Context: an optimization exercise on an open-source flow, tuned for small area, a short achievable clock period and few clock cycles per item. The choices shown serve that exercise and are no tape-out recipe. At most, simulation tests tie the RTL to the original design; equivalence was not proved. No functional check of the RTL was part of run 6. Power figures rest on the tool's default switching activity, not on a simulated workload.

## flow/design.v (module list and top-level ports; edited modules follow where they fit)
// module fp32_norm24: 17 lines
// module fp32_lzc27: 11 lines
// module fp32_mul: 91 lines
// module fp32_mul24: 1550 lines
// module fp32_add: 78 lines
// module stereo_biquad: 103 lines
module stereo_biquad (
    input  wire        clk,
    input  wire        rst,           
    input  wire        cfg_we,
    input  wire [2:0]  cfg_addr,
    input  wire [31:0] cfg_wdata,
    input  wire        in_valid,
    output reg         in_ready,
    input  wire [31:0] in_l,
    input  wire [31:0] in_r,
    output reg         out_valid,
    output wire [31:0] out_l,
    output wire [31:0] out_r
);
  // ...
==> flow/flow/run.sh <==
#!/bin/bash
# Standard ORFS layout; repair_timing aims for extra setup slack so the
# design runs faster than the fixed clock constraint requires.
set -euo pipefail
bash standard.sh SETUP_SLACK_MARGIN=14 SLEW_MARGIN=60 CAP_MARGIN=60 finish > orfs_make.log 2>&1
==> flow/standard.sh <==
#!/bin/bash
# synth_recipe.tcl (not shown) runs the flow's synth.tcl, then flattens the netlist and writes it again
# the make line also repeats each setting of config.mk as NAME=value (left out here)
make -C /OpenROAD-flow-scripts/flow DESIGN_CONFIG=/design/flow/config.mk WORK_HOME=/design/flow/orfs CLKGATE_MAP_FILE= SYNTH_SCRIPT=/design/flow/synth_recipe.tcl "${@:-finish}"
==> flow/config.mk <==
export PLATFORM = sky130hd
export DESIGN_NAME = stereo_biquad
export DESIGN_NICKNAME = stereo_biquad
export VERILOG_FILES = /design/flow/design.v
export SDC_FILE = /design/flow/constraint.sdc
export NUM_CORES = 4
export LEC_CHECK = 0
export CAP_MARGIN = 20
export CORE_MARGIN = 2
export CORE_UTILIZATION = 40
export SLEW_MARGIN = 20
==> flow/constraint.sdc <==
create_clock -name core_clock -period 19.0 [get_ports {clk}]
set_input_delay 3.8000 -clock core_clock [delete_from_list [all_inputs] [get_ports {clk}]]
set_output_delay 3.8000 -clock core_clock [all_outputs]
set_load 0.01 [all_outputs]
==> impl_metrics.csv, run 1 <==
group,metric,value,unit
synth,synth.area.top_cells,"dfxtp_1 (28%), fa_1 (15%), mux2i_1 (6.6%), nand2_1 (4.8%), inv_1 (4.6%)",
timing,finalCritPeriodShare,27.21,%
global_route,grt.met1_usage,33.48,%
clock_tree,cts_made_buffers,105,
drt,firstDrtPassIters,11,
timing,fin_tns_setup,0,ns
synth,synth_compound_area_share,13.14,%
cells_and_area,multi_input_area,41780,um^2
global_route,antenna_found_initial,13,
timing,holdWs,0.3081,ns
timing,worstMarginPinSlew,0.6398,ns
cells_and_area,seq_share,26.92,%
setup_path,crit_required,19.60,ns
synth,synth-xor-area-share,2.227,%
timing,hold_viol,0,
cells_and_area,syn2layout_area_growth,18.18,%
outcome,status,"complete, no violations",
cells_and_area,nets,8364,
global_route,use_met2,41.17,%
cells_and_area,largest-register,"u_mul.s3_r0",
cells_and_area,mostFrequentLayoutCell,"dfxtp_1",
clock_tree,cts_buffer_depth,3,
setup_path,startpoint_type,"register",
setup_path,crit_cells,25,
setup_path,slowest_delay,0.41,ns
synth,yosysTopAreaCellShare,28.38,%
clock_tree,cts_sinks,989,
cells_and_area,bufAreaShareNonClock,6.650,%
cells_and_area,nFlopsAndLatches,989,
Testbench counts, summed over its fixed seeds: cycles 42,992, items 4,096.
==> inputs of run 2 (changes only) <==
==> flow/run.sh (new file) <==
#!/bin/bash
# synth_recipe.tcl (not shown) runs the flow's synth.tcl, then flattens the netlist and writes it again
# the make line also repeats each setting of config.mk as NAME=value (left out here)
make -C /OpenROAD-flow-scripts/flow DESIGN_CONFIG=/design/flow/config.mk WORK_HOME=/design/flow/orfs CLKGATE_MAP_FILE= SYNTH_SCRIPT=/design/flow/synth_recipe.tcl finish
removed: flow/flow/run.sh
removed: flow/standard.sh
==> run 2 against run 1 <==
Sequential cell count unchanged. Die area unchanged. Still clean. Count of clock-buffer cells in the layout decreased by 14. Critical path depth decreased by 7. Power decreased by 2.3%. Core utilization decreased by 2.8 points. Sequential share of layout area increased by 1.3 points.
==> impl_metrics.csv, run 2 <==
group,metric,value,unit
synth,synth.area.top_cells,"dfxtp_1 (28%), fa_1 (15%), mux2i_1 (6.6%), nand2_1 (4.8%), inv_1 (4.6%)",
timing,rsz0062_at_grt,"no",
cells_and_area,nets,8118,
power,power_density,119.9,nW/um^2
drt,wl_per_cell,21.86,um
run,drv_cap,0,
placed_design,gp_congestion,0.9147,
drt,routed_wl,209900,um
synth,syn_nets,8186,
min_path,hold_class,"reg2reg",
timing,fin_worst_skew,0.07225,ns
placed_design,dp.final_hpwl,151700,um
timing,slew_violations,0,
synth,yosysTopAreaCellShare,28.38,%
setup_path,r2r-start,"slot[7]",
setup_path,crit_fanout,52,
cells_and_area,largest-register,"u_mul.s3_r0",
clock_tree,cts_root_buf,"clkbuf_16",
timing,fin_tns_setup,0,ns
setup_path,startpoint_type,"register",
placed_design,io_buffer_count,168,
synth,synth.most_common_cell,"dfxtp_1",
global_route,grt_pass1_vias,52443,
synth,synth_ff_type,"dfxtp_1",
timing,period_needed,7.267,ns
cells_and_area,largest_reg_flops,47,
drt,firstDrtPassIters,8,
floorplanning,die_h,407.9,um
setup_path,path_class,"reg2reg",
drt,drc,0,
synth,syn-instance-count,7396,
setup_path,end_kind,"register",
drt,first_iter_violations,4816,
global_route,grt_max_degree,102,
power,ir_drop,85.94,uV
clock_tree,cts_max_level,3,
synth,syn_area_per_cell,8.821,um^2
timing,fin_ws,11.73,ns
global_route,antenna_found_initial,9,
floorplanning,rows,148,
timing,finalSetupViolCount,0,
setup_path,crit_path_start,"slot[7]",
power,leakagePower,30.72,nW
cells_and_area,syn2layout_area_growth,11.09,%
clock_tree,cts_hold_buffers,0,
floorplanning,start_util,40.17,%
synth,synth_edf_count,64,
cells_and_area,drive_above_1_share,6.198,%
global_route,grt_pass1_wl,320600,um
timing,finalCritPeriodShare,38.25,%
clock_tree,worst_skew_pair.late_latency,0.76,ns
clock_tree,cts_sinks,989,
outcome,status,"complete, no violations",
timing,worstMarginPinSlew,1.178,ns
min_path,min_from,"u_add.s2_e[4]",
placed_design,dp_slack,11.94,ns
clock_tree,ctsResizeCount,0,
clock_tree,cts_tree,"built",
drt,routed-via-count,53043,
floorplanning,die_area,166400,um^2
global_route,track_usage,24.67,%
floorplanning,ioPinCount,169,
clock_tree,cts_made_buffers,109,
synth,yosys.area.top_type,"dfxtp_1",
floorplanning,die_w,407.9,um
synth,ys_warn_count,4,
cells_and_area,layout_common_cells,"dfxtp_1 (917), nand2_1 (831), inv_1 (798)",
synth,synth-seq-area-share,31.33,%
global_route,globalRoute.totalOverflow,0,
setup_path,arrival,7.88,ns
clock_tree,cts_buffer_depth,3,
drt,viasPerCell,5.524,
cells_and_area,fillers,15720,
timing,holdWs,0.3100,ns
cells_and_area,mostFrequentLayoutCell,"dfxtp_1",
synth,synth-seq-cells,989,
clock_tree,cts_setup_buffers,0,
cells_and_area,reg.largest.list,"u_mul.s3_r0 x47, u_mul.s3_r1 x45",
synth,synthesis.area,65240,um^2
synth,ys_async_sr_fraction,0,%
timing,max_freq,137.6,MHz
synth,synth.distinct_cells,119,
timing,slew_headroom,20.72,%
setup_path,crit_required,19.61,ns
clock_tree,clk_pin_slew_worst_paths,0.06,ns
timing,hold_viol,0,
synth,synthTopCellsByCount,"dfxtp_1 (925), nand2_1 (832), inv_1 (798), nor2_1 (648), fa_1 (491)",
drt,final_antenna_net_count,0,
floorplanning,coreArea,162400,um^2
-- run 2: cell counts after synthesis --
Identical to the previous run, type by type.
-- run 2: logic make-up after synthesis --
family,Yosys count,share of synthesized area [%]
DFF,989,31.33
and+or+nand+nor,2498,18.34
buffers and inverters,1254,7.583
xor gates and xnor gates,165,2.227
adders and majority gates,687,18.83
AOI/OAI and AO/OA,1280,13.14
muxes,523,8.550
-- run 2: path summary, 6_finish.rpt --
path | slack (ns) | cells past startpoint | end
worst max-delay path | 11.73 | 18 | u_add.s2_mz[0]
worst min-delay path | 0.31 | 0 | u_add.s3_e[4]
worst max register to register | 11.73 | 18 | u_add.s2_mz[0]
worst min register to register | 0.31 | 0 | u_add.s3_e[4]
-- run 2: critical path, cell delays in order (launching register included) --
cell	delay [ns]
dfxtp_1	0.43
nor2_4	0.11
buf_4	0.49
mux2i_1	0.67
inv_1	0.18
ha_1	0.36
a21oi_1	0.15
o21ai_0	0.12
a211oi_1	0.57
nand4_1	0.39
nand2_4	0.57
mux2i_1	0.35
xor2_2	0.79
o211a_1	0.93
nor2_1	0.24
o211ai_1	0.24
a211oi_1	0.08
and3_1	0.20
o2111ai_1	0.18
-- run 2: where the power goes --
part	internal [mW]	switching [mW]	leakage, nW
Combinational	1.35	2.39	20.6
Clock	1.33	0.934	1.91
Sequential	2.39	0.298	8.16
Total	5.07	3.62	30.7
-- run 2: per-stage QoR --
step	cells	total power, mW	cell area [um^2]	utilization (%)
floorplan	7396	5.166	65240	-
global placement	9392	6.370	68550	42.21
detailed placement	9392	6.413	68550	42.21
CTS	9597	8.687	72450	44.61
global route	9599	9.234	72470	44.62
finish	9602	8.689	72480	44.63
-- run 2: metal layers --
| layer | wire (um) | GRT usage (%) | vias to the layer above |
|---|---|---|---|
| met3 | 13050 | 3.934 | 389 |
| li1 | - | - | 24569 |
| met5 | 26 | 0 | - |
| met1 | 91480 | 32.75 | 26268 |
| met4 | 6881 | 8.091 | 4 |
| met2 | 98430 | 40.89 | 1813 |
-- run 2: final cells by class --
cell class	count	area, um^2	area share [%]
clock buffer	137	3025	4.174
sequential	989	20460	28.23
timing repair buffer	265	2420	3.339
multi-input combinational	5153	39910	55.06
antenna	5	12.51	0.01726
clock inverter	68	874.6	1.207
inverter	810	3058	4.219
tap	2175	2721	3.755
==> inputs of run 3 (changes only) <==
--- a/flow/config.mk
+++ b/flow/config.mk
@@ -7,5 +7,5 @@
 export LEC_CHECK = 0
-export CAP_MARGIN = 20
+export CAP_MARGIN = 85
 export CORE_MARGIN = 2
 export CORE_UTILIZATION = 40
-export SLEW_MARGIN = 20
+export SLEW_MARGIN = 85
==> run 3 against run 2 <==
Still clean on timing, DRC and antenna. Sequential share of layout area decreased by 5.3 points. Worst hold slack improved by 0.0046 ns. Final area grew 25%. Cell count rose by 8.5%. Register-to-register slack worse by 3.9 ns. Core utilization up 11 points. Count of clock-buffer cells in the layout rose by 11. Maximum frequency is 35% lower. Global-route usage grew 1.7 points. Die area is the same. Critical path depth increased by 14. Worst setup slack got worse by 3.9 ns. Critical path type unchanged.
==> impl_metrics.csv, run 3 <==
group,metric,value,unit
timing,finalCritPeriodShare,58.89,%
setup_path,path_class,"reg2reg",
cells_and_area,mostFrequentLayoutCell,"nand2_1",
timing,slew_headroom,78.16,%
placed_design,placed_cells,10085,
setup_path,crit_top_cell,"clkdlybuf4s50_1",
floorplanning,rows,148,
clock_tree,cts_hold_buffers,0,
timing,hold_viol,0,
timing,max_freq,89.38,MHz
synth,synth.most_common_cell,"dfxtp_1",
drt,wl_per_cell,22.11,um
outcome,status,"complete, no violations",
synth,synth.distinct_cells,119,
clock_tree,clk_pin_slew_worst_paths,0.07,ns
placed_design,dp.final_hpwl,173800,um
drt,final_antenna_net_count,0,
setup_path,crit_fanout,3,
drt,firstDrtPassIters,8,
cells_and_area,reg.largest.list,"u_mul.s3_r0 x47, u_mul.s3_r1 x45",
synth,synth_ff_type,"dfxtp_1",
synth,ys_warn_count,4,
timing,period_needed,11.19,ns
drt,routed-via-count,58182,
floorplanning,ioPinCount,169,
clock_tree,cts_tree,"built",
synth,synth-seq-cells,989,
cells_and_area,largest-register,"u_mul.s3_r0",
power,power_density,118.9,nW/um^2
cells_and_area,layout_common_cells,"nand2_1 (809), dfxtp_1 (758), inv_1 (757)",
placed_design,dp_slack,10.48,ns
setup_path,arrival,11.78,ns
cells_and_area,drive_above_1_share,27.74,%
drt,viasPerCell,5.583,
clock_tree,cts_buffer_depth,3,
global_route,grt_max_degree,33,
drt,first_iter_violations,4756,
global_route,grt_pass1_wl,345500,um
clock_tree,cts_sinks,989,
placed_design,io_buffer_count,168,
synth,synth.area.top_cells,"dfxtp_1 (28%), fa_1 (15%), mux2i_1 (6.6%), nand2_1 (4.8%), inv_1 (4.6%)",
timing,holdWs,0.3146,ns
timing,slew_violations,0,
placed_design,gp_congestion,0.9147,
synth,yosys.area.top_type,"dfxtp_1",
setup_path,crit_required,19.59,ns
cells_and_area,largest_reg_flops,47,
setup_path,startpoint_type,"register",
cells_and_area,syn2layout_area_growth,39.39,%
setup_path,crit_path_top_delay_cell,"clkdlybuf4s50_1",
synth,syn_nets,8186,
synth,syn-instance-count,7396,
synth,synth-seq-area-share,31.33,%
clock_tree,cts_root_buf,"clkbuf_16",
cells_and_area,nets,8945,
drt,drc,0,
drt,routed_wl,230500,um
synth,syn_area_per_cell,8.821,um^2
floorplanning,start_util,40.17,%
clock_tree,cts_setup_buffers,0,
cells_and_area,final_cell_area,90940,um^2
clock_tree,worst_skew_pair.late_latency,0.74,ns
synth,synthesis.area,65240,um^2
floorplanning,die_w,407.9,um
timing,rsz0062_at_grt,"no",
synth,synthTopCellsByCount,"dfxtp_1 (925), nand2_1 (832), inv_1 (798), nor2_1 (648), fa_1 (491)",
floorplanning,die_area,166400,um^2
clock_tree,ctsResizeCount,0,
synth,yosysTopAreaCellShare,28.38,%
timing,finalSetupViolCount,0,
timing,fin_ws,7.811,ns
global_route,track_usage,26.39,%
floorplanning,die_h,407.9,um
global_route,grt_pass1_vias,58381,
global_route,antenna_found_initial,11,
synth,ys_async_sr_fraction,0,%
clock_tree,cts_max_level,3,
timing,worstMarginPinSlew,0.3276,ns
cells_and_area,fillers,13520,
setup_path,end_kind,"register",
power,leakagePower,36.21,nW
timing,fin_tns_setup,0,ns
placed_design,dpl-instance-area,83550,um^2
global_route,globalRoute.totalOverflow,0,
clock_tree,cts_made_buffers,106,
run,drv_cap,0,
min_path,hold_class,"reg2reg",
power,ir_drop,109.9,uV
timing,fin_worst_skew,0.06534,ns
synth,synth_edf_count,64,
cells_and_area,fin_cells,10421,
floorplanning,coreArea,162400,um^2
setup_path,slowest_delay,0.55,ns
==> run 3: cell count changes in the layout (fill, tap and decap cells not counted), sizes merged, moves of 16 or more <==
cell	delta
buf	+538
clkbuf	+94
clkdlybuf4s15	+18
clkdlybuf4s18	+16
clkdlybuf4s25	+21
clkdlybuf4s50	+153
==> run 3: cells by family (layout without fill, tap and decap cells) <==
kind of cell | count (synthesis) | after routing | share of synthesized area [%]
fa+ha+maj | 687 | 687 | 18.83
simple gates | 2498 | 2498 | 18.34
buf+inv | 1254 | 2101 | 7.583
mux | 523 | 523 | 8.550
xor+xnor | 165 | 165 | 2.227
flops | 989 | 989 | 31.33
other cells | 0 | 3 | 0
compound gates | 1280 | 1280 | 13.14
==> run 3: final timing paths <==
check                 startpoint          endpoint  slack (ns)  depth (start not counted)
hold reg to reg    u_add.s2_e[1]     u_add.s3_e[1]        0.31                          0
hold / removal     u_add.s2_e[1]     u_add.s3_e[1]        0.31                          0
setup / recovery  u_add.s2_mz[3]  u_add.s3_sum[27]        7.81                         32
setup reg to reg  u_add.s2_mz[3]  u_add.s3_sum[27]        7.81                         32
==> run 3: layout make-up <==
cell class | instances | area [um^2] | share of cell area, %
Clock inverter | 48 | 585.6 | 0.6439
Sequential cell | 989 | 20850 | 22.93
Inverter | 810 | 3172 | 3.488
Tap cell | 2175 | 2721 | 2.992
Clock buffer | 148 | 3084 | 3.391
Multi-Input combinational cell | 5153 | 50090 | 55.08
Timing Repair Buffer | 1095 | 10430 | 11.47
Antenna cell | 3 | 7.507 | 0.008255
==> run 3: power breakdown <==
part | total (mW) | internal, mW | switching (mW)
logic | 5.88 | 2.52 | 3.36
registers | 2.77 | 2.42 | 0.355
clock network | 2.16 | 1.23 | 0.931
==> run 3: worst max-delay path, delay by kind of cell (launching register included) <==
kind                       cells  cell delay, ns
adders and majority gates      1            0.42
and+or+nand+nor                2            0.29
DFF                            1            0.37
buffers and inverters         20            8.23
AOI/OAI and AO/OA              9            1.76
==> run 3: layer usage <==
metal  track usage (%)  routed length (um)  vias up
li1                  -                   -    26355
met1             33.93               94210    28946
met2             44.34              110100     2218
met3             4.084               14770      659
met4             10.47               11320        4
met5                 0                  27        -
==> run 3: metrics by stage <==
stage	power, mW	util [%]
CTS	10.22	53.71
finish	10.81	56.00
detailed placement	8.029	51.45
global placement	6.370	42.21
floorplan	5.166	-
global route	11.37	56.00
==> inputs of run 4 (changes only) <==
--- a/flow/config.mk
+++ b/flow/config.mk
@@ -7,5 +7,5 @@
 export LEC_CHECK = 0
-export CAP_MARGIN = 85
+export CAP_MARGIN = 60
 export CORE_MARGIN = 2
 export CORE_UTILIZATION = 40
-export SLEW_MARGIN = 85
+export SLEW_MARGIN = 60
==> run 4 against run 3 <==
Worst hold slack improved by 0.0067 ns. Highest routed layer unchanged. Register-to-register slack improved by 4.3 ns. Largest power group unchanged. Count of clock-buffer cells in the layout decreased by 12. Clock skew decreased by 0.0054 ns. Cell count decreased by 7.6%. Maximum frequency increased by 63%. Via count decreased by 8.4%. Global-route usage decreased by 1.6 points. Sequential cell count unchanged.
==> impl_metrics.csv, run 4 <==
group,metric,value,unit
outcome,status,"complete, no violations",
synth,yosysTopAreaCellShare,28.38,%
run,drv_cap,0,
setup_path,crit_path_top_delay_cell,"a211oi_1",
clock_tree,cts_sinks,989,
drt,firstDrtPassIters,7,
global_route,grt_max_degree,98,
floorplanning,die_w,407.9,um
global_route,antenna_found_initial,9,
placed_design,placed_cells,9411,
synth,ys_warn_count,4,
cells_and_area,largest_reg_flops,47,
synth,synth.most_common_cell,"dfxtp_1",
floorplanning,coreArea,162400,um^2
setup_path,path_class,"reg2reg",
drt,drc,0,
drt,met2_length,99440,um
timing,max_freq,146.0,MHz
synth,synth.area.top_cells,"dfxtp_1 (28%), fa_1 (15%), mux2i_1 (6.6%), nand2_1 (4.8%), inv_1 (4.6%)",
setup_path,crit_required,19.57,ns
setup_path,startpoint_type,"register",
timing,period_needed,6.850,ns
cells_and_area,syn2layout_area_growth,12.39,%
synth,synthTopCellsByCount,"dfxtp_1 (925), nand2_1 (832), inv_1 (798), nor2_1 (648), fa_1 (491)",
global_route,track_usage,24.76,%
setup_path,crit_fanout,52,
floorplanning,start_util,40.17,%
synth,synth.distinct_cells,119,
clock_tree,cts_root_buf,"clkbuf_16",
setup_path,cpLargestDelayFamily,"multiplexers",
synth,syn_nets,8186,
placed_design,dp.final_hpwl,152600,um
synth,synth-seq-area-share,31.33,%
floorplanning,ioPinCount,169,
setup_path,end_kind,"register",
power,leakagePower,30.98,nW
timing,fin_ws,12.15,ns
drt,top_layer_used,"met5",
synth,synthesis.area,65240,um^2
timing,slew_violations,0,
clock_tree,cts_setup_buffers,0,
cells_and_area,fin_util,45.15,%
min_path,hold_class,"reg2reg",
setup_path,path_buf_inv,4,
setup_path,crit_top_cell,"mux2i_1",
cells_and_area,fin_cells,9624,
timing,slew_headroom,57.92,%
synth,ys_async_sr_fraction,0,%
timing,worstMarginPinSlew,0.6312,ns
power,power_density,120.3,nW/um^2
floorplanning,die_area,166400,um^2
cells_and_area,mostFrequentLayoutCell,"dfxtp_1",
timing,rsz0062_at_grt,"no",
placed_design,dp_slack,12.27,ns
setup_path,arrival,7.42,ns
cells_and_area,reg.largest.list,"u_mul.s3_r0 x47, u_mul.s3_r1 x45",
global_route,globalRoute.totalOverflow,0,
timing,finalCritPeriodShare,36.05,%
drt,wl_per_cell,21.89,um
clock_tree,cts_buffer_depth,3,
setup_path,slowest_delay,0.57,ns
cells_and_area,largest-register,"u_mul.s3_r0",
drt,wl_met3,12900,um
global_route,grt_pass1_wl,322100,um
timing,finalSetupViolCount,0,
synth,synth_ff_type,"dfxtp_1",
timing,fin_tns_setup,0,ns
clock_tree,ctsResizeCount,0,
timing,hold_viol,0,
clock_tree,clk_pin_slew_worst_paths,0.06,ns
clock_tree,cts_hold_buffers,0,
drt,routed-via-count,53317,
placed_design,io_buffer_count,168,
cells_and_area,layout_common_cells,"dfxtp_1 (905), nand2_1 (829), inv_1 (791)",
synth,yosys.area.top_type,"dfxtp_1",
drt,first_iter_violations,4755,
synth,synth-seq-cells,989,
synth,synth_edf_count,64,
drt,final_antenna_net_count,0,
floorplanning,rows,148,
clock_tree,cts_tree,"built",
setup_path,crit_chain,"nor2_4 -> buf_6 -> mux2i_1 -> inv_1 -> ha_1 -> a21oi_1 -> o21ai_0 -> a211oi_1 -> nand4_1 -> nand2_8 -> mux2i_1 -> xor2_4 -> buf_6 -> o311ai_4 -> buf_4 -> mux2i_1 -> mux2i_1 -> mux2_2 -> a2bb2oi_1 -> o21ai_1",
drt,viasPerCell,5.540,
placed_design,gp_congestion,0.9147,
clock_tree,cts_made_buffers,107,
floorplanning,die_h,407.9,um
cells_and_area,drive_above_1_share,7.668,%
clock_tree,worst_skew_pair.late_latency,0.75,ns
drt,drt-met1-wl,91460,um
timing,fin_worst_skew,0.05992,ns
synth,syn-instance-count,7396,
power,ir_drop,97.14,uV
synth,syn_area_per_cell,8.821,um^2
clock_tree,cts_max_level,3,
global_route,grt_pass1_vias,52903,
drt,routed_wl,210600,um
cells_and_area,nets,8143,
[run 4: cell families after synthesis]
| group | synth area share (%) |
|---|---|
| simple gates | 18.34 |
| fa+ha+maj | 18.83 |
| mux | 8.550 |
| buf+inv | 7.583 |
| flops | 31.33 |
| xor+xnor | 2.227 |
| compound gates | 13.14 |
[run 4: layer usage]
metal	GRT usage, %	up-vias
li1	-	24645
met1	33.04	26522
met2	41.29	1748
met3	3.552	398
met4	7.771	4
met5	0	-
[run 4: power by group]
group          internal [mW]  switching (mW)
combinational           1.39            2.43
clock                   1.38           0.934
sequential              2.39           0.295
total                   5.16            3.66
[run 4: cell type report]
cell class,instances,area (um^2)
antenna,2,5.005
clock buffer,136,3010
clock inverter,67,970.9
fill,15642,89080
inverter,810,3058
multi-input combinational,5153,40290
sequential,989,20480
tap,2175,2721
timing repair buffer,292,2791
[run 4: per-stage QoR]
| step | power [mW] | cell area, um^2 | hold WS, ns |
|---|---|---|---|
| global placement | 6.370 | 68550 | 0.3124 |
| CTS | 8.801 | 73110 | 0.3208 |
| finish | 8.819 | 73320 | 0.3213 |
| detailed placement | 6.476 | 69130 | 0.3138 |
| floorplan | 5.166 | 65240 | 0.3096 |
| global route | 9.362 | 73320 | 0.3363 |
[run 4: final timing paths]
check | from | endpoint | slack, ns | cells after the start
max | slot[7] | u_add.s2_mz[4] | 12.15 | 20
min | u_add.s2_sx | u_add.s3_sx | 0.32 | 0
max reg2reg | slot[7] | u_add.s2_mz[4] | 12.15 | 20
min reg2reg | u_add.s2_sx | u_add.s3_sx | 0.32 | 0
[run 4: worst register-to-register path, delay by kind of cell, from the launching register on]
family	cells	cell delay [ns]
AND/OR/NAND/NOR	3	1.03
adder cells (fa/ha/maj)	1	0.45
multiplexers	5	1.90
XOR/XNOR	1	0.22
flip-flops	1	0.43
buffers and inverters	4	1.09
AO/OA/AOI/OAI	6	1.57
==> inputs of run 5 (changes only) <==
==> flow/flow/run.sh (new file) <==
#!/bin/bash
# Standard ORFS layout; repair_timing aims for extra setup slack so the
# design runs faster than the fixed clock constraint requires.
set -euo pipefail
bash standard.sh SETUP_SLACK_MARGIN=12.5 SLEW_MARGIN=60 CAP_MARGIN=60 finish > orfs_make.log 2>&1
==> flow/standard.sh (new file) <==
#!/bin/bash
# synth_recipe.tcl (not shown) runs the flow's synth.tcl, then flattens the netlist and writes it again
# the make line also repeats each setting of config.mk as NAME=value (left out here)
make -C /OpenROAD-flow-scripts/flow DESIGN_CONFIG=/design/flow/config.mk WORK_HOME=/design/flow/orfs CLKGATE_MAP_FILE= SYNTH_SCRIPT=/design/flow/synth_recipe.tcl "${@:-finish}"
--- a/flow/config.mk
+++ b/flow/config.mk
@@ -7,5 +7,5 @@
 export LEC_CHECK = 0
-export CAP_MARGIN = 60
+export CAP_MARGIN = 20
 export CORE_MARGIN = 2
 export CORE_UTILIZATION = 40
-export SLEW_MARGIN = 60
+export SLEW_MARGIN = 20
removed: flow/run.sh
==> run 5 against run 4 <==
Core utilization is 0.073 points higher. Maximum frequency grew 10%. Cell count about the same. Critical endpoint is now u_mul.s2_lz[4]. Highest routed layer unchanged.
==> impl_metrics.csv, run 5 <==
group,metric,value,unit
timing,fin_tns_setup,0,ns
cells_and_area,largest_reg_flops,47,
timing,period_needed,6.212,ns
synth,synth_ff_type,"dfxtp_1",
setup_path,crit_path_start,"slot[16]",
timing,slew_violations,0,
cells_and_area,seqCellArea,20480,um^2
timing,max_freq,161.0,MHz
synth,ys_async_sr_fraction,0,%
setup_path,cpLargestDelayFamily,"compound AO/OA/AOI/OAI gates",
outcome,status,"complete, no violations",
setup_path,startpoint_type,"register",
min_path,min_from,"u_add.s2_sx",
floorplanning,coreArea,162400,um^2
setup_path,crit_chain,"buf_4 -> inv_1 -> buf_4 -> a32oi_1 -> nand4_1 -> nor4_1 -> nand3_1 -> o21ai_2 -> inv_2 -> a221o_1 -> a31oi_2 -> and2_1 -> nor2_2 -> buf_4 -> ha_1 -> fa_1 -> a21o_1 -> a21oi_1 -> xnor2_1",
global_route,globalRoute.totalOverflow,0,
synth,synthTopCellsByCount,"dfxtp_1 (925), nand2_1 (832), inv_1 (798), nor2_1 (648), fa_1 (491)",
setup_path,crit_top_cell,"buf_4",
setup_path,end_kind,"register",
synth,yosys.area.top_type,"dfxtp_1",
drt,drc,0,
setup_path,arrival,6.88,ns
drt,routed-via-count,53189,
placed_design,io_buffer_count,168,
clock_tree,cts_root_buf,"clkbuf_16",
timing,holdWs,0.3176,ns
cells_and_area,multi_input_area,40350,um^2
run,drv_cap,0,
placed_design,dp.final_hpwl,152600,um
timing,finalSetupViolCount,0,
timing,fin_worst_skew,0.06265,ns
cells_and_area,drive_above_1_share,7.875,%
timing,rsz0062_at_grt,"no",
floorplanning,die_area,166400,um^2
cells_and_area,syn2layout_area_growth,12.57,%
clock_tree,worst_skew_pair.late_latency,0.75,ns
synth,synth.most_common_cell,"dfxtp_1",
synth,synth-seq-area-share,31.33,%
cells_and_area,layout_common_cells,"dfxtp_1 (905), nand2_1 (829), inv_1 (791)",
power,ir_drop,97.36,uV
setup_path,crit_required,19.67,ns
clock_tree,cts_sinks,989,
cells_and_area,final_cell_area,73440,um^2
cells_and_area,fillers,15628,
drt,viasPerCell,5.523,
synth,syn_area_per_cell,8.821,um^2
synth,synth-seq-cells,989,
cells_and_area,largest-register,"u_mul.s3_r0",
floorplanning,die_h,407.9,um
drt,firstDrtPassIters,9,
setup_path,path_buf_inv,5,
cells_and_area,mostFrequentLayoutCell,"dfxtp_1",
floorplanning,rows,148,
power,leakagePower,31.01,nW
synth,syn-instance-count,7396,
synth,ys_warn_count,4,
timing,slew_headroom,57.96,%
placed_design,gp_congestion,0.9147,
clock_tree,cts_tree,"built",
drt,final_antenna_net_count,0,
synth,synthesis.area,65240,um^2
setup_path,crit_path_top_delay_cell,"nor4_1",
synth,synth.area.top_cells,"dfxtp_1 (28%), fa_1 (15%), mux2i_1 (6.6%), nand2_1 (4.8%), inv_1 (4.6%)",
floorplanning,die_w,407.9,um
setup_path,crit_fanout,33,
drt,first_iter_violations,4642,
clock_tree,cts_made_buffers,107,
global_route,track_usage,24.78,%
clock_tree,cts_max_level,3,
cells_and_area,nets,8150,
global_route,grt_max_degree,98,
min_path,hold_class,"reg2reg",
synth,synth_edf_count,64,
power,power_density,120.5,nW/um^2
drt,routed_wl,210900,um
cells_and_area,reg.largest.list,"u_mul.s3_r0 x47, u_mul.s3_r1 x45",
timing,worstMarginPinSlew,0.6305,ns
clock_tree,clk_pin_slew_worst_paths,0.06,ns
global_route,grt_pass1_wl,322500,um
global_route,grt_pass1_vias,52959,
timing,finalCritPeriodShare,32.70,%
synth,synth.distinct_cells,119,
timing,hold_viol,0,
setup_path,reg2reg_setup_slack,12.79,ns
setup_path,slowest_delay,0.55,ns
synth,syn_nets,8186,
setup_path,r2r-start,"slot[16]",
global_route,antenna_found_initial,8,
clock_tree,cts_buffer_depth,3,
placed_design,dpl-instance-area,69130,um^2
setup_path,path_class,"reg2reg",
floorplanning,ioPinCount,169,
floorplanning,start_util,40.17,%
drt,wl_per_cell,21.90,um
synth,yosysTopAreaCellShare,28.38,%
run 5: cell counts after synthesis:
No cell type changed its count.
run 5: final timing paths:
check	end	cells past startpoint
setup reg to reg	u_mul.s2_lz[4]	19
hold reg to reg	u_add.s3_sx	0
hold / removal	u_add.s3_sx	0
setup / recovery	u_mul.s2_lz[4]	19
run 5: where the power goes:
| group | total [mW] | switching, mW | internal [mW] |
|---|---|---|---|
| sequential | 2.69 | 0.296 | 2.39 |
| combinational | 3.85 | 2.44 | 1.41 |
| clock | 2.31 | 0.933 | 1.38 |
| total | 8.85 | 3.67 | 5.18 |
run 5: per-stage QoR:
step / setup slack (ns) / utilization (%) / power, mW / instances
global placement: 12.07 / 42.21 / 6.370 / 9392
finish: 12.79 / 45.22 / 8.848 / 9630
floorplan: 13.43 / - / 5.166 / 7396
global route: 12.50 / 45.22 / 9.396 / 9630
CTS: 12.55 / 45.05 / 8.826 / 9618
detailed placement: 12.27 / 42.57 / 6.476 / 9411
run 5: per-layer routing:
metal  global-route usage [%]  share of wire (%)  vias up
met3                    3.444                5.9      393
met1                    33.13                 44    26394
met4                    7.810                3.3        4
met5                        0              0.013        -
li1                         -                  -    24645
met2                    41.32                 47     1753
run 5: what timing repair did:
item | in CTS | in global routing
endpoints found under the setup margin | 18 | 25
setup buffers | 3 | 2
hold buffers | 0 | 0
cloned | 1 | 1
gates resized for setup | 3 | 13
pin swaps | 2 | 0
run 5: logic make-up after synthesis:
kind of cell,Yosys count,share of synthesized area (%)
xor gates and xnor gates,165,2.227
DFF,989,31.33
muxes,523,8.550
buffers and inverters,1254,7.583
adders and majority gates,687,18.83
AOI/OAI and AO/OA,1280,13.14
and+or+nand+nor,2498,18.34
run 5: cell type report:
class,instances,share of cell area (%)
clock buffer,136,4.099
clock inverter,67,1.322
timing repair inverter,1,0.006815
timing repair buffer,297,3.874
inverter,810,4.169
sequential,989,27.89
multi-input combinational,5154,54.94
tap,2175,3.705
antenna,1,0.003407
==> module fp32_mul, before the edit <==
module fp32_mul (
    input  wire        clk,
    input  wire [31:0] a,
    input  wire [31:0] b,
    output reg  [31:0] y
);
    wire       sa = a[31], sb = b[31];
    wire [7:0] ea = a[30:23], eb = b[30:23];
    wire a_zero = (a[30:0] == 31'd0);
    wire b_zero = (b[30:0] == 31'd0);
    wire a_max  = (ea == 8'hFF), b_max = (eb == 8'hFF);
    wire a_nan  = a_max & (a[22:0] != 23'd0);
    wire b_nan  = b_max & (b[22:0] != 23'd0);
    wire a_inf  = a_max & (a[22:0] == 23'd0);
    wire b_inf  = b_max & (b[22:0] == 23'd0);
    wire [23:0] man, mbn;
    wire [4:0]  lza, lzb;
    fp32_norm24 u_na (.m({ea != 8'd0, a[22:0]}), .mn(man), .lz(lza));
    fp32_norm24 u_nb (.m({eb != 8'd0, b[22:0]}), .mn(mbn), .lz(lzb));
    wire [9:0]  esum = {2'b0, ea | {7'd0, ea == 8'd0}}
                     + {2'b0, eb | {7'd0, eb == 8'd0}} - 10'd127;
    reg  [22:0] s2_ma, s2_mb;
    reg  [9:0]  s2_esum;
    reg  [5:0]  s2_lz;
    reg         s2_s, s2_nan, s2_inf, s2_zero;
    always @(posedge clk) begin
        s2_ma   <= man[22:0];
        s2_mb   <= mbn[22:0];
        s2_esum <= esum;
        s2_lz   <= {1'b0, lza} + {1'b0, lzb};
        s2_s    <= sa ^ sb;
        s2_nan  <= a_nan | b_nan | (a_inf & b_zero) | (b_inf & a_zero);
        s2_inf  <= a_inf | b_inf;
        s2_zero <= a_zero | b_zero;
    end
    wire [47:0] r0, r1;
    fp32_mul24 u_m24 (.a({1'b1, s2_ma}), .b({1'b1, s2_mb}), .r0(r0), .r1(r1));
    reg  [47:0] s3_r0, s3_r1;
    reg  [9:0]  s3_e;        
    reg         s3_s, s3_nan, s3_inf, s3_zero;
    always @(posedge clk) begin
        s3_r0   <= r0;
        s3_r1   <= r1;
        s3_e    <= s2_esum - {4'd0, s2_lz};
        s3_s    <= s2_s;
        s3_nan  <= s2_nan;
        s3_inf  <= s2_inf;
        s3_zero <= s2_zero;
    end
    wire [47:0] p   = s3_r0 + s3_r1;
    wire        hi  = p[47];
    wire [24:0] m25 = hi ? p[47:23] : p[46:22];        
    wire        st  = (|p[21:0]) | (hi & p[22]);
    wire [9:0]  en  = s3_e + {9'd0, hi};
    wire        sub = en[9] | (en == 10'd0);           
    wire [9:0]  dsh = 10'd1 - en;                      
    wire [4:0]  dsc = (dsh[9:5] != 5'd0) ? 5'd31 : dsh[4:0];
    reg  [24:0] s4_m;
    reg         s4_st, s4_sub, s4_ovf;
    reg  [7:0]  s4_e;
    reg  [4:0]  s4_d;
    reg         s4_s, s4_nan, s4_inf, s4_zero;
    always @(posedge clk) begin
        s4_m    <= m25;
        s4_st   <= st;
        s4_sub  <= sub;
        s4_ovf  <= !sub && (en[8:0] > 9'd254);
        s4_e    <= en[7:0];
        s4_d    <= sub ? dsc : 5'd0;
        s4_s    <= s3_s;
        s4_nan  <= s3_nan;
        s4_inf  <= s3_inf;
        s4_zero <= s3_zero;
    end
    wire [24:0] m_sh = (s4_d > 5'd25) ? 25'd0 : (s4_m >> s4_d);
    wire [24:0] lost = (s4_d > 5'd25) ? s4_m : (s4_m & ~({25{1'b1}} << s4_d));
    wire        stk  = s4_st | (|lost);
    wire        rnd  = m_sh[0] & (m_sh[1] | stk);
    wire [7:0]  ef   = s4_sub ? 8'd0 : s4_e;
    wire [30:0] pk   = {ef, m_sh[23:1]} + {30'd0, rnd};
    always @(posedge clk) begin
        if (s4_nan)
            y <= 32'h7FC00000;
        else if (s4_inf | s4_ovf)
            y <= {s4_s, 8'hFF, 23'd0};
        else if (s4_zero)
            y <= {s4_s, 31'd0};
        else
            y <= {s4_s, pk};
    end
endmodule
==> module fp32_add, before the edit <==
module fp32_add (
    input  wire        clk,
    input  wire [31:0] a,
    input  wire [31:0] b,
    output wire [31:0] y
);
    wire [7:0] ea = a[30:23], eb = b[30:23];
    wire a_max = (ea == 8'hFF), b_max = (eb == 8'hFF);
    wire a_nan = a_max & (a[22:0] != 23'd0);
    wire b_nan = b_max & (b[22:0] != 23'd0);
    wire a_inf = a_max & (a[22:0] == 23'd0);
    wire b_inf = b_max & (b[22:0] == 23'd0);
    wire [7:0]  ea_e = ea | {7'd0, ea == 8'd0};
    wire [7:0]  eb_e = eb | {7'd0, eb == 8'd0};
    wire [7:0]  dab  = ea_e - eb_e;
    wire [7:0]  dba  = eb_e - ea_e;
    wire        swap = (b[30:0] > a[30:0]);
    wire [31:0] x    = swap ? b : a;
    wire [31:0] z    = swap ? a : b;
    wire [7:0]  df   = swap ? dba : dab;
    wire [4:0]  d    = (df > 8'd26) ? 5'd27 : df[4:0];
    wire [26:0] mz   = {z[30:23] != 8'd0, z[22:0], 3'b000};
    wire [26:0] mz_sh = mz >> d;
    wire        stk  = |(mz & ~({27{1'b1}} << d));
    reg  [7:0]  s2_e;
    reg  [23:0] s2_mx;
    reg  [26:0] s2_mz;
    reg         s2_sx, s2_sub, s2_nan, s2_inf, s2_zs;
    always @(posedge clk) begin
        s2_e   <= swap ? eb_e : ea_e;
        s2_mx  <= {x[30:23] != 8'd0, x[22:0]};
        s2_mz  <= {mz_sh[26:1], mz_sh[0] | stk};
        s2_sx  <= x[31];
        s2_sub <= a[31] ^ b[31];
        s2_nan <= a_nan | b_nan | (a_inf & b_inf & (a[31] ^ b[31]));
        s2_inf <= a_inf | b_inf;
        s2_zs  <= a[31] & b[31];
    end
    wire [27:0] sum = s2_sub ? ({1'b0, s2_mx, 3'b000} - {1'b0, s2_mz})
                             : ({1'b0, s2_mx, 3'b000} + {1'b0, s2_mz});
    wire [4:0]  lz;
    fp32_lzc27 u_lz (.v(sum[26:0]), .n(lz));
    reg  [27:0] s3_sum;
    reg  [4:0]  s3_lz;
    reg  [7:0]  s3_e;
    reg         s3_sx, s3_nan, s3_inf, s3_zs;
    always @(posedge clk) begin
        s3_sum <= sum;
        s3_lz  <= lz;
        s3_e   <= s2_e;
        s3_sx  <= s2_sx;
        s3_nan <= s2_nan;
        s3_inf <= s2_inf;
        s3_zs  <= s2_zs;
    end
    wire        c   = s3_sum[27];
    wire        l1  = !c && !s3_sum[26] && (s3_e != 8'd1);    
    wire [26:0] fs  = c  ? {s3_sum[27:2], s3_sum[1] | s3_sum[0]} :
                      l1 ? {s3_sum[25:0], 1'b0} : s3_sum[26:0];
    wire [8:0]  fe  = c ? {1'b0, s3_e} + 9'd1 :
                      l1 ? {1'b0, s3_e} - 9'd1 :
                      (s3_sum[26] ? {1'b0, s3_e} : 9'd0);
    wire        rnd = fs[2] & (fs[1] | fs[0] | fs[3]);
    wire [30:0] fpk = {fe[7:0], fs[25:3]} + {30'd0, rnd};
    wire        ovf = fe[8] | (fe[7:0] == 8'hFF);
    wire [7:0]  em1 = s3_e - 8'd1;
    wire        lim = ({3'd0, s3_lz} > em1);
    wire [4:0]  sh  = lim ? em1[4:0] : s3_lz;
    wire [26:0] ns  = s3_sum[26:0] << sh;
    wire [7:0]  ne  = ns[26] ? s3_e - {3'd0, sh} : 8'd0;
    wire        near = !c && (s3_lz > 5'd1);
    assign y = s3_nan ? 32'h7FC00000 :
               s3_inf ? {s3_sx, 8'hFF, 23'd0} :
               (s3_sum == 28'd0) ? {s3_zs, 31'd0} :
               near ? {s3_sx, ne, ns[25:3]} :
               ovf  ? {s3_sx, 8'hFF, 23'd0} :
               {s3_sx, fpk};
endmodule
==> inputs of run 6 (changes only) <==
--- a/flow/design.v
+++ b/flow/design.v
@@ -51,3 +51,3 @@
     reg  [9:0]  s2_esum;
-    reg  [5:0]  s2_lz;
+    reg  [4:0]  s2_lza, s2_lzb;
     reg         s2_s, s2_nan, s2_inf, s2_zero;
@@ -57,3 +57,4 @@
         s2_esum <= esum;
-        s2_lz   <= {1'b0, lza} + {1'b0, lzb};
+        s2_lza  <= lza;
+        s2_lzb  <= lzb;
         s2_s    <= sa ^ sb;
@@ -71,3 +72,3 @@
         s3_r1   <= r1;
-        s3_e    <= s2_esum - {4'd0, s2_lz};
+        s3_e    <= s2_esum - {5'd0, s2_lza} - {5'd0, s2_lzb};
         s3_s    <= s2_s;
@@ -81,6 +82,16 @@
     wire        st  = (|p[21:0]) | (hi & p[22]);
-    wire [9:0]  en  = s3_e + {9'd0, hi};
-    wire        sub = en[9] | (en == 10'd0);           
-    wire [9:0]  dsh = 10'd1 - en;                      
-    wire [4:0]  dsc = (dsh[9:5] != 5'd0) ? 5'd31 : dsh[4:0];
+    wire [9:0]  en0  = s3_e;
+    wire [9:0]  en1  = s3_e + 10'd1;
+    wire        sub0 = en0[9] | (en0 == 10'd0);
+    wire        sub1 = en1[9] | (en1 == 10'd0);
+    wire [9:0]  dsh0 = 10'd1 - en0;
+    wire [9:0]  dsh1 = 10'd0 - en0;
+    wire [4:0]  dsc0 = (dsh0[9:5] != 5'd0) ? 5'd31 : dsh0[4:0];
+    wire [4:0]  dsc1 = (dsh1[9:5] != 5'd0) ? 5'd31 : dsh1[4:0];
+    wire        ovf0 = !sub0 && (en0[8:0] > 9'd254);
+    wire        ovf1 = !sub1 && (en1[8:0] > 9'd254);
+    wire [9:0]  en   = hi ? en1 : en0;
+    wire        sub  = hi ? sub1 : sub0;
+    wire [4:0]  dsc  = hi ? (sub1 ? dsc1 : 5'd0) : (sub0 ? dsc0 : 5'd0);
+    wire        ovf  = hi ? ovf1 : ovf0;
     reg  [24:0] s4_m;
@@ -94,5 +105,5 @@
         s4_sub  <= sub;
-        s4_ovf  <= !sub && (en[8:0] > 9'd254);
+        s4_ovf  <= ovf;
         s4_e    <= en[7:0];
-        s4_d    <= sub ? dsc : 5'd0;
+        s4_d    <= dsc;
         s4_s    <= s3_s;
@@ -1687,8 +1698,11 @@
     wire [31:0] x    = swap ? b : a;
-    wire [31:0] z    = swap ? a : b;
-    wire [7:0]  df   = swap ? dba : dab;
-    wire [4:0]  d    = (df > 8'd26) ? 5'd27 : df[4:0];
-    wire [26:0] mz   = {z[30:23] != 8'd0, z[22:0], 3'b000};
-    wire [26:0] mz_sh = mz >> d;
-    wire        stk  = |(mz & ~({27{1'b1}} << d));
+    wire        bigA = (dba > 8'd26);                       
+    wire        bigB = (dab > 8'd26);
+    wire [26:0] mA   = {ea != 8'd0, a[22:0], 3'b000};
+    wire [26:0] mB   = {eb != 8'd0, b[22:0], 3'b000};
+    wire [26:0] shA  = bigA ? 27'd0 : (mA >> dba[4:0]);
+    wire [26:0] shB  = bigB ? 27'd0 : (mB >> dab[4:0]);
+    wire        stA  = bigA ? (|mA) : (|(mA & ~({27{1'b1}} << dba[4:0])));
+    wire        stB  = bigB ? (|mB) : (|(mB & ~({27{1'b1}} << dab[4:0])));
+    wire [26:0] mz_al = swap ? {shA[26:1], shA[0] | stA} : {shB[26:1], shB[0] | stB};
     reg  [7:0]  s2_e;
@@ -1700,3 +1714,3 @@
         s2_mx  <= {x[30:23] != 8'd0, x[22:0]};
-        s2_mz  <= {mz_sh[26:1], mz_sh[0] | stk};
+        s2_mz  <= mz_al;
         s2_sx  <= x[31];
==> flow/flow/run.sh (replaced) <==
#!/bin/bash
# Standard ORFS layout; repair_timing aims for extra setup slack so the
# design runs faster than the fixed clock constraint requires.
set -euo pipefail
bash standard.sh SETUP_SLACK_MARGIN=14 SLEW_MARGIN=60 CAP_MARGIN=60 finish > orfs_make.log 2>&1
==> run 6 against run 5 <==
Still clean. First-iteration DRC count increased by 20%. Via count increased by 7.7%. Register-to-register slack improved by 1.3 ns. Count of clock-buffer cells in the layout increased by 15. Global-route usage increased by 1.2 points. Routed wire length increased by 8.8%. Critical path depth decreased by 18. Non-clock buffer count increased by 107. Area after synthesis increased by 3.3%. Clock power about the same. Largest power group unchanged.
==> impl_metrics.csv, run 6 <==
group,metric,value,unit
cells_and_area,reg.largest.list,"u_mul.s3_r0 x47, u_mul.s3_r1 x45",
global_route,globalRoute.totalOverflow,0,
cells_and_area,layout_common_cells,"nand2_1 (907), dfxtp_1 (837), inv_1 (771)",
setup_path,startpoint_type,"register",
clock_tree,cts_made_buffers,109,
synth,synth.most_common_cell,"dfxtp_1",
cells_and_area,drive_above_1_share,11.40,%
timing,fin_worst_skew,0.04425,ns
setup_path,arrival,1.34,ns
cells_and_area,largest-register,"u_mul.s3_r0",
setup_path,crit_chain,"buf_6",
drt,firstDrtPassIters,7,
power,leakagePower,32.85,nW
timing,finalSetupViolCount,0,
synth,ys_async_sr_fraction,0,%
outcome,status,"complete, no violations",
synth,syn-instance-count,7689,
timing,slew_headroom,57.13,%
drt,first_iter_violations,5552,
synth,yosys.area.top_type,"dfxtp_1",
cells_and_area,nets,8525,
global_route,grt_pass1_wl,348800,um
floorplanning,die_h,414.4,um
placed_design,io_buffer_count,168,
run,drv_cap,0,
synth,syn_area_per_cell,8.763,um^2
global_route,antenna_found_initial,16,
min_path,hold_class,"reg2reg",
cells_and_area,syn2layout_area_growth,14.64,%
timing,fin_tns_setup,0,ns
setup_path,path_buf_inv,1,
cells_and_area,final_cell_area,77240,um^2
setup_path,cpLargestDelayFamily,"flip-flops",
timing,slew_violations,0,
global_route,grt_max_degree,115,
synth,ys_warn_count,4,
clock_tree,cts_max_level,3,
synth,yosysTopAreaCellShare,27.60,%
timing,hold_viol,0,
timing,period_needed,5.144,ns
placed_design,gp_congestion,0.9459,
setup_path,crit_fanout,4,
placed_design,dpl-instance-area,71420,um^2
placed_design,dp.final_hpwl,159800,um
clock_tree,cts_root_buf,"clkbuf_16",
power,ir_drop,82.97,uV
drt,final_antenna_net_count,0,
floorplanning,ioPinCount,169,
setup_path,slowest_delay,0.46,ns
floorplanning,die_area,171700,um^2
timing,rsz0062_at_grt,"yes",
timing,finalCritPeriodShare,27.07,%
clock_tree,worst_skew_pair.late_latency,0.75,ns
synth,synth.distinct_cells,110,
timing,max_freq,194.4,MHz
cells_and_area,largest_reg_flops,47,
global_route,grt_pass1_vias,57164,
floorplanning,die_w,414.4,um
setup_path,path_class,"reg2out",
timing,holdWs,0.3250,ns
synth,synth.area.top_cells,"dfxtp_1 (28%), fa_1 (15%), mux2i_1 (6.6%), nand2_1 (5.1%), inv_1 (4.3%)",
floorplanning,start_util,40.29,%
setup_path,crit_path_top_delay_cell,"dfxtp_4",
synth,synthTopCellsByCount,"dfxtp_1 (929), nand2_1 (910), inv_1 (780), nor2_1 (615), fa_1 (494)",
power,power_density,123.9,nW/um^2
clock_tree,cts_buffer_depth,3,
synth,synth_ff_type,"dfxtp_1",
global_route,track_usage,25.97,%
synth,synth-seq-cells,993,
drt,routed_wl,229400,um
drt,viasPerCell,5.708,
synth,synth-seq-area-share,30.46,%
timing,worstMarginPinSlew,0.6306,ns
cells_and_area,mostFrequentLayoutCell,"nand2_1",
drt,wl_per_cell,22.87,um
placed_design,dp_slack,12.98,ns
floorplanning,rows,150,
clock_tree,clk_pin_slew_worst_paths,0.06,ns
drt,drc,0,
synth,syn_nets,8480,
clock_tree,cts_tree,"built",
clock_tree,cts_sinks,993,
timing,fin_ws,13.86,ns
synth,synth_edf_count,64,
setup_path,end_kind,"primary output",
drt,routed-via-count,57262,
synth,synthesis.area,67380,um^2
floorplanning,coreArea,167200,um^2
setup_path,crit_required,15.20,ns
==> run 6: what timing repair did <==
action | CTS | global route
setup buffers | 72 | 20
resized for setup | 519 | 61
hold buffers | 0 | 0
cloned | 1 | 3
endpoints found under the hold margin | 0 | 0
endpoints found under the setup margin | 210 | 188
pin swaps | 3 | 5
==> run 6: stage by stage <==
step / cells / util (%) / power [mW]
after floorplan: 7689 / - / 5.683
after global placement: 9709 / 42.39 / 7.064
after detailed placement: 9726 / 42.71 / 7.147
after CTS: 10002 / 45.77 / 9.473
after global routing: 10030 / 46.19 / 10.13
final: 10032 / 46.19 / 9.566
==> run 6: path summary, 6_finish.rpt <==
check / from / to / slack (ns) / cells after the start
min reg2reg: u_add.s2_e[5] / u_add.s3_e[5] / 0.33 / 0
max reg2reg: u_mul.s2_mb[18] / u_mul.s3_r0[24] / 14.12 / 14
min: u_add.s2_e[5] / u_add.s3_e[5] / 0.33 / 0
max: y1r[25] / out_r[25] / 13.86 / 1
==> run 6: area by class of cell <==
cell class | instances | area (um^2)
antenna | 2 | 5.005
clock buffer | 151 | 3218
clock inverter | 52 | 753.2
fill | 15913 | 89980
inverter | 795 | 3027
multi-input combinational | 5430 | 42770
sequential | 993 | 20820
tap | 2204 | 2758
timing repair buffer | 404 | 3891
timing repair inverter | 1 | 5.005
==> run 6: cells by family (layout without fill, tap and decap cells) <==
family          Yosys count  after routing  synth area share, %
mux                     521            521                8.570
flops                   993            993                30.46
simple gates           2578           2578                18.42
other cells               0              2                    0
fa+ha+maj               691            691                18.33
xor+xnor                175            175                2.275
compound gates         1464           1465                14.55
buf+inv                1267           1403                7.402
==> run 6: power breakdown <==
part / internal, mW / switching (mW)
sequential: 2.41 / 0.384
clock: 1.36 / 0.942
combinational: 1.61 / 2.86
total: 5.38 / 4.19
==> run 6: routing by layer <==
layer / global-route usage (%) / share of wire (%)
met1: 32.86 / 41
met2: 43.01 / 47
met3: 4.348 / 7.5
met4: 12.50 / 5.4
met5: 0 / 0.027

-- re-timing with driven ports --
In the flow no input, the clock included, has a driving cell. The finished layouts below were timed again as built, in two steps. Step 1 (the two cells are an assumption about what drives the block):
set clk [get_ports {clk}]
set_driving_cell -lib_cell sky130_fd_sc_hd__clkbuf_16 $clk
set_driving_cell -lib_cell sky130_fd_sc_hd__buf_2 [delete_from_list [all_inputs] $clk]
Step 2 moves the port delays by t, midway between the first and last clock arrival at a register: inputs arrive t later, outputs are due t later. That takes back most of the time a late clock gives input paths. a / b / c = ideal / step 1 / step 2; a / b = the first two.
run	shift t [ns]	setup slack, ns	worst setup path at the end	latest minus earliest clock arrival (ns)	cell pins on the clock port's net
run 1	0.800	13.829 / 13.820 / 13.361	input to register	0.085 / 0.086	1
run 2	0.811	11.733 / 11.733 / 11.733	register to register	0.091 / 0.092	1
run 3	0.796	7.811 / 7.811 / 7.811	register to register	0.072 / 0.072	1
run 4	0.818	12.150 / 12.150 / 12.150	register to register	0.089 / 0.089	1
run 5	0.814	12.788 / 12.788 / 12.788	register to register	0.088 / 0.089	1
run 6	0.816	13.856 / 13.777 / 13.308	input to register	0.052 / 0.051	1
After both steps every run listed still meets setup and hold. For run 6, which loses most, drivers alone change the setup slack by -0.079 ns; drivers and shift together by -0.548 ns.
